Context: an optimization exercise on an open-source flow, tuned for small area, a short achievable clock period and few clock cycles. The choices shown serve that exercise and are no tape-out recipe. Where RTL was checked, it was by simulation tests only, not by an equivalence proof against the original. Power figures rest on the tool's default switching activity, not on a simulated workload.

Setup of JK:
Design kbd_scan_react, start of the top module:
module kbd_scan_react (
    input  wire        clk,
    input  wire        rst,
    input  wire        cmd_valid,
    input  wire [7:0]  cmd,
    output wire        cmd_ready,
    output reg  [7:0]  row_n,
    input  wire [7:0]  col_n,
    input  wire [31:0] rnd_data,
    output reg         rnd_take,
    output wire [17:0] ev,
    output reg         led_valid,
    output reg  [23:0] led_data,
    output reg         draw_valid,
    output wire [1:0]  draw_sprite,
    output wire [2:0]  fault
);
    localparam [1:0] M_RAINBOW = 2'd0, M_LIGHTNING = 2'd1, M_CHASE = 2'd2, M_CHASE2 = 2'd3;
    localparam [3:0] S_IDLE = 4'd0,
                     S_SCAN = 4'd1,    
                     S_POP  = 4'd2,    
                     S_DBW  = 4'd3,    
                     S_LFW  = 4'd4,    
                     S_LF   = 4'd5,    
                     S_LW0  = 4'd6,    
                     S_LT0  = 4'd7,    
                     S_LW1  = 4'd8,    
                     S_LT1  = 4'd9,    
                     S_LR   = 4'd10,   
                     S_LR2  = 4'd11,   
                     S_LT2  = 4'd12,   
                     S_KW0  = 4'd13,   
                     S_KT0  = 4'd14,   
                     S_KT1  = 4'd15;   
    reg [3:0]  st;
    reg        rdy;
    reg        rdy_ok;       
    reg        f_proto, f_ill;
    reg [2:0]  sc_row;
    reg        row_on;
    reg [2:0]  ic;           
    reg [2:0]   phi;
    reg [63:0]  rs;          
    reg [255:0] rc;          
    reg [63:0]  rsn;         
    reg         lap0;        
    reg [3:0]   pass;        
    reg [7:0]   bvalid;
    reg [7:0]   bkind;
    reg [2:0]   brow;
    reg [7:0]   evrow;
    reg [7:0]   ev_r;        
    reg [59:0] lk;           
    reg [11:0] lt;           
    reg [1:0]  fk;           
    reg        fws;          
    reg [7:0]  ft;
    reg        fpend;        
  ...
For scale: ~2900 cells after synthesis.
clock: 14.0 ns
lec_check: 0
cap_margin: 20
core_margin: 2
core_utilization: 40
place_density: 0.6
slew_margin: 20
standard.sh (not shown) runs the stock make flow with config.mk's settings and CLKGATE_MAP_FILE= SYNTH_SCRIPT=/design/flow/synth_recipe.tcl, a recipe that flattens the netlist after the stock synthesis.
==> flow/flow/run.sh <==
#!/bin/bash
# Standard ORFS layout (standard synthesis, unchanged). Timing repair aims at a
# larger setup slack than the default so that the achieved period is short.
set -euo pipefail
bash standard.sh SETUP_SLACK_MARGIN=10.5 finish > standard.log 2>&1
JK was carried through to the last stage, and its layout satisfied the timing, design-rule and antenna checks.
> inputs changed (JK -> MS)
--- a/flow/flow/run.sh
+++ b/flow/flow/run.sh
@@ -4,2 +4,2 @@
 set -euo pipefail
-bash standard.sh SETUP_SLACK_MARGIN=10.5 finish > standard.log 2>&1
+bash standard.sh SETUP_SLACK_MARGIN=10 finish > standard.log 2>&1
--- outcome ---
- When the final numbers for JK and MS were put side by side, the met1 layer wirelength in the final routing turned out to be greater in JK.
- The lower share of the core filled with cells in the final layout of JK and MS is in MS.
- Critical path data arrival time: MS lower than JK
- Global-route usage came out lower on MS than on JK.
- Diff JK -> MS: final cell count moved down, critical path depth shrank by 8.
- JK → MS: clock power went down about 6%; placed cell area held; relative area change from synthesis to final layout went down 6.6 points; final area went down about 5%.
No run of this note included a check of the RTL's function; only the layout flow was run.

kbd_scan_react, a different RTL version from the one above (not shown whole).
Size: ~3,200 cells after synthesis, roughly 710 flip-flops, about 110 I/O pins, about 0.031 mm² of cells after synthesis.
==> flow/config.mk <==
export PLATFORM = sky130hd
export DESIGN_NAME = kbd_scan_react
export DESIGN_NICKNAME = kbd_scan_react
export VERILOG_FILES = /design/flow/design.v
export SDC_FILE = /design/flow/constraint.sdc
export NUM_CORES = 8
export LEC_CHECK = 0
export CAP_MARGIN = 20
export CORE_MARGIN = 2
export CORE_UTILIZATION = 60
export PLACE_DENSITY = 0.75
export SLEW_MARGIN = 20
export SYNTH_HIERARCHICAL = 1
==> flow/constraint.sdc <==
create_clock -name core_clock -period 14.0 [get_ports {clk}]
set_input_delay 2.8000 -clock core_clock [delete_from_list [all_inputs] [get_ports {clk}]]
set_output_delay 2.8000 -clock core_clock [all_outputs]
set_load 0.01 [all_outputs]
==> flow/flow/run.sh <==
#!/bin/bash
# Standard ORFS layout (standard synthesis, unchanged). Timing repair aims at a
# larger setup slack than the default so that the achieved period is short.
set -euo pipefail
bash standard.sh SETUP_SLACK_MARGIN=10 CTS_CLUSTER_SIZE=24 CTS_CLUSTER_DIAMETER=70 finish > standard.log 2>&1
Testbench counts at the start, summed over its fixed seeds: cycles 1,055,818.
Then changed:
CORE_UTILIZATION = 40   (was 60)
PLACE_DENSITY = 0.6   (was 0.75)
Result: Setup slack is better by 0.048 ns; design area climbs slightly; routed wire length drops slightly; utilization drops by 22 points; clock power climbs by a little under a tenth.

==> port drivers added, routing unchanged <==
The flow's constraints put no driver on any port. The routed layouts listed below were extracted and timed again, unchanged, in two steps. Step 1, drivers: a clkbuf_16 drives clk and a buf_2 each remaining input, both assumed. Step 2, shift: input delay + t, output delay - t, t = (earliest + latest rising clock arrival at the registers) / 2. This alone moves slack from input paths to output paths. Three values: no drivers, after step 1, after step 2; two values: the first two.
| run | t, ns | slack for setup (ns) | clock arrival spread, ns | slew at the worst register clock pin (ns) | worst slew at a driven data input, ns |
|---|---|---|---|---|---|
| JK | 0.688 | 9.444 / 9.444 / 8.976 | 0.040 / 0.040 | 0.07 / 0.07 | 0.17 |
| MS | 0.668 | 9.543 / 9.543 / 9.056 | 0.025 / 0.026 | 0.06 / 0.06 | 0.17 |
| the first run of note 2 | 0.665 | 9.896 / 9.933 / 9.269 | 0.033 / 0.033 | 0.10 / 0.10 | 0.06 |
| the second run of note 2 | 0.665 | 9.944 / 9.948 / 9.282 | 0.046 / 0.045 | 0.09 / 0.09 | 0.09 |
After both steps setup and hold are still met in every run listed. The setup slack of the second run of note 2, which loses most, moves by +0.004 ns with the drivers and by -0.662 ns with both steps.
